What follows belongs to an exercise in optimizing a design on an open flow for small area and few clock cycles; a production flow would make more cautious choices.
Where RTL was checked, it was by simulation tests only, not by an equivalence proof against the original.

## rev 12
// rtmp_chunk_decoder
module rtmp_chunk_decoder (
    input  wire        clk,
    input  wire        rst,
    input  wire        in_valid,
    output wire        in_ready,
    input  wire [1:0]  in_kind,
    input  wire [7:0]  in_data,
    output wire        out_valid,
    input  wire        out_ready,
    output wire [2:0]  out_kind,
    output wire [16:0] out_csid,
    output wire [1:0]  out_fmt,
    output wire [31:0] out_ts,
    output wire [23:0] out_len,
    output wire [7:0]  out_type,
    output wire [31:0] out_msid,
    output wire [23:0] out_chunk_len,
    output wire        out_start,
    output wire [7:0]  out_data,
    output wire [7:0]  out_code,
    output wire [2:0]  out_phase,
    output wire        out_partial
);
    localparam NR = 7;                  
    localparam EW = 137;                
    localparam IN_BYTE   = 2'd0;
    localparam IN_EOS    = 2'd1;
    localparam IN_TFAULT = 2'd2;
    localparam IN_HSDONE = 2'd3;
    localparam EV_HDR    = 3'd0;
    localparam EV_DATA   = 3'd1;
    localparam EV_MSG    = 3'd2;
    localparam EV_FAULT  = 3'd3;
    localparam EV_CLOSED = 3'd4;
    localparam M_HS   = 2'd0;
    localparam M_EST  = 2'd1;
    localparam M_DEAD = 2'd2;
    localparam P_BH0 = 3'd0;
  ...
clock: 12.0 ns
lec_check: 0
cap_margin: 20
core_margin: 2
core_utilization: 40
cts_buf_list: sky130_fd_sc_hd__clkbuf_16
cts_cluster_diameter: 80
cts_cluster_size: 30
slew_margin: 20
standard.sh (not shown) runs the stock make flow with config.mk's settings and CLKGATE_MAP_FILE= SYNTH_SCRIPT=/design/flow/synth_recipe.tcl, a recipe that flattens the netlist after the stock synthesis.
==> flow/flow/run.sh <==
#!/bin/bash
# The standard layout, with the port buffers made of the smallest buffer
# cell instead of the one buffer_ports picks by default.
set -euo pipefail
export BUFFER_PORTS_ARGS="-buffer_cell sky130_fd_sc_hd__buf_1"
bash standard.sh > standard_flow.log 2>&1
The final report for rev 12 shows a completed flow and a layout that fails verification, specifically setup timing.
### rev 12 -> rev 13
--- a/flow/design.v
+++ b/flow/design.v
@@ -84,50 +84,21 @@
     wire swap   = look_go && !c_hit && sc != 3'd7 && (h_hit || (!h_v && c_v));
     wire        c_busy  = |c_rem;
     wire        len4    = (c_len == 24'd4);
     wire [23:0] rem_eff = len4 ? {21'd0, c_rem[2:0]} : c_rem;
     wire        hc_cont = (fmt == 2'd3) && c_busy;
     wire [23:0] hc_rsel = hc_cont ? rem_eff : c_len;
-    wire [24:0] hc_lt;
-    assign hc_lt[0] = 1'b0;
-    genvar gc;
-    generate
-        for (gc = 0; gc < 24; gc = gc + 1) begin : g_hc_cmp
-            assign hc_lt[gc+1] = (hc_rsel[gc] ^ maxc[gc]) ? maxc[gc] : hc_lt[gc];
-        end
-    endgenerate
-    wire [23:0] hc_clen = hc_lt[24] ? hc_rsel : maxc;
+    wire [23:0] hc_clen = (hc_rsel < maxc) ? hc_rsel : maxc;
     wire        hc_zero = (hc_rsel == 24'd0);
     wire        hc_t1   = (phase == P_MH && fmt == 2'd1) ? (b == 8'd1) : (c_type == 8'd1);
     wire [3:0] mh_last_n = (fmt == 2'd0) ? 4'd10 : (fmt == 2'd1) ? 4'd6 : 4'd2;
     wire       mh_last   = (mh_n == mh_last_n);
     wire [23:0] tsf      = {dreg[15:0], b};
     wire       esc_now   = (mh_n == 4'd2) ? (tsf == 24'hFFFFFF) : dreg[23];
     wire [31:0] ts_add   = {(phase == P_EXT) ? dreg[23:16] : 8'd0, tsf};
-    wire [31:0] ts_base  = (fmt == 2'd0) ? 32'd0 : c_ts;
-    wire [24:0] ts_cy;
-    wire [8:0]  ts_c0, ts_c1;
-    wire [7:0]  ts_s0, ts_s1;
-    wire [31:0] ts_new;
-    assign ts_cy[0] = 1'b0;
-    assign ts_c0[0] = 1'b0;
-    assign ts_c1[0] = 1'b1;
-    genvar gi;
-    generate
-        for (gi = 0; gi < 24; gi = gi + 1) begin : g_ts_add
-            assign ts_new[gi]  = ts_base[gi] ^ ts_add[gi] ^ ts_cy[gi];
-            assign ts_cy[gi+1] = (ts_base[gi] & ts_add[gi]) | (ts_cy[gi] & (ts_base[gi] ^ ts_add[gi]));
-        end
-        for (gi = 0; gi < 8; gi = gi + 1) begin : g_ts_top
-            assign ts_s0[gi]   = ts_base[24+gi] ^ ts_add[24+gi] ^ ts_c0[gi];
-            assign ts_c0[gi+1] = (ts_base[24+gi] & ts_add[24+gi]) | (ts_c0[gi] & (ts_base[24+gi] ^ ts_add[24+gi]));
-            assign ts_s1[gi]   = ts_base[24+gi] ^ ts_add[24+gi] ^ ts_c1[gi];
-            assign ts_c1[gi+1] = (ts_base[24+gi] & ts_add[24+gi]) | (ts_c1[gi] & (ts_base[24+gi] ^ ts_add[24+gi]));
-        end
-    endgenerate
-    assign ts_new[31:24] = ts_cy[24] ? ts_s1 : ts_s0;
+    wire [31:0] ts_new   = ((fmt == 2'd0) ? 32'd0 : c_ts) + ts_add;
     wire [23:0] crem_dec = crem - 24'd1;
     wire        cdone    = (crem == 24'd1);
     wire        mdone    = (rem_eff == 24'd1);
     wire [2:0]  r3       = c_rem[2:0];
     wire [23:0] rem_pay  = mdone ? 24'd0 :
                            len4  ? {c_rem[23:20],
## What came out
Rev 13: full flow OK, the timing, design-rule and antenna checks passed
On final cell count, the lower figure sits with rev 13, not rev 12.
Number of buffers inserted for hold repair after clock tree synthesis came out exactly the same in rev 13 and rev 12.
Against rev 12, rev 13 comes in 0.92% lower on number of ordinary and repair buffers in the finished layout.
Re area overhead of the layout relative to synthesis: rev 13 is 0.23 points down on rev 12.
Note that the footprint of the multi-input gates recorded for rev 13 amounts to 1.07 times the value seen in rev 12.
Rev 13 vs rev 12 — wire length on met3 dropped by more than 10%
Rev 13 vs rev 12, sequential share of layout area went down by 1.1 points.
Testbench counts of rev 13, summed over its fixed seeds: cycles 102,636.
For rev 12, only the layout was checked, not whether the RTL still works.

rtmp_chunk_decoder, a different RTL version from the one above (not shown whole).
For scale: ~2900 cells after synthesis, roughly 1200 flip-flops, ~180 I/O pins, about 0.038 sq mm of cells after synthesis.
export LEC_CHECK = 0
export CAP_MARGIN = 20
export CORE_MARGIN = 2
export CORE_UTILIZATION = 40
export CTS_BUF_LIST = sky130_fd_sc_hd__clkbuf_16
export CTS_CLUSTER_DIAMETER = 80
export CTS_CLUSTER_SIZE = 30
export SLEW_MARGIN = 20
create_clock -name core_clock -period 12.0 [get_ports {clk}]
Scripts as last shown in full above: flow/flow/run.sh
The first run completed without violations.
Then changed:
--- a/flow/design.v
+++ b/flow/design.v
@@ -69,15 +69,15 @@
     reg        pend;                    
     reg [2:0]  o_code;
     reg        o_part;
     wire ov       = o_valid && !tsh;    
     wire pop      = ov && out_ready;
     wire can_take = !o_valid || (pop && !pend);
     wire kind_ok  = (mode == M_EST) || (mode == M_HS && in_kind != IN_BYTE);
-    wire ovl      = pend && mode != M_DEAD && phase == P_BH0 && in_kind == IN_BYTE;
+    wire ovl      = pend && mode != M_DEAD && phase == P_BH0 && in_kind == IN_BYTE && in_data[5:1] != 5'd0;
     assign in_ready = kind_ok && !look && !cscan && (can_take || (pop && ovl));
     wire accept   = in_valid && in_ready;
     wire [7:0] b  = in_data;
     wire [EW-1:0] cur  = {c_csid, c_ts, c_len, c_type, c_msid, c_rem};
     wire [EW-1:0] head = ring[NR*EW-1 -: EW];
     wire          h_v  = rv[NR-1];
     wire [16:0]   h_csid = head[EW-1 -: 17];
@@ -287,17 +287,22 @@
                                         if (!esc_now) begin
                                             c_ts[15:0] <= tsl_new;
                                             tsc <= tsl_cy[16];
                                             tse <= 1'b0;
                                             tsh <= 1'b1;
                                         end
                                     end
-                                    4'd3, 4'd4, 4'd5: c_len <= {c_len[15:0], b};     
-                                    4'd6: c_type <= b;
-                                    default: c_msid <= {b, c_msid[31:8]};            
+                                    4'd3: c_len[23:16] <= b;
+                                    4'd4: c_len[15:8]  <= b;
+                                    4'd5: c_len[7:0]   <= b;
+                                    4'd6: c_type       <= b;
+                                    4'd7: c_msid[7:0]  <= b;
+                                    4'd8: c_msid[15:8] <= b;
+                                    4'd9: c_msid[23:16] <= b;
+                                    default: c_msid[31:24] <= b;
                                 endcase
                                 if (mh_last && esc_now) begin
                                     phase <= P_EXT;
                                     mh_n  <= 4'd0;
                                 end
                             end
                             P_EXT: begin
What happened: Cell count is higher by 8.8%. Clock skew is lower by 0.0086 ns. Non-clock buffer count is lower by 3. Utilization is higher by 0.19 points. Count of clock-buffer cells in the layout is higher by 3. Cell area is lower by about 0.9%.
Testbench counts after the change, summed over its fixed seeds: cycles 102,785.
The RTL of the first run of this note was laid out without a check of its function.

[separate check: timing with driven ports]
Ports are ideal in the flow. The routed layouts listed here were re-timed in OpenROAD. Step 1 (the two cells are an assumption about what drives the block):
set clk [get_ports {clk}]
set_driving_cell -lib_cell sky130_fd_sc_hd__clkbuf_16 $clk
set_driving_cell -lib_cell sky130_fd_sc_hd__buf_2 [delete_from_list [all_inputs] $clk]
Step 2 times the ports against the registers' clock, not the clock port: input delays grow and output delays shrink by t, the midpoint of the rising clock arrivals with the driver on. Three values: ideal ports, drivers, drivers and shift; two values: the first two.
run	t (ns)	setup slack, ns	worst setup path at the end	latest minus earliest clock arrival (ns)
rev 12	0.700	-0.780 / -0.777 / -1.476	input to register	0.050 / 0.051
rev 13	0.714	5.528 / 5.457 / 5.455	input to register	0.030 / 0.030
the first run of note 2	0.702	3.193 / 3.233 / 2.531	input to register	0.044 / 0.044
the second run of note 2	0.707	2.885 / 2.926 / 2.219	input to register	0.034 / 0.034
For rev 12, which loses most, drivers alone change the setup slack by +0.003 ns; drivers and shift together by -0.696 ns.
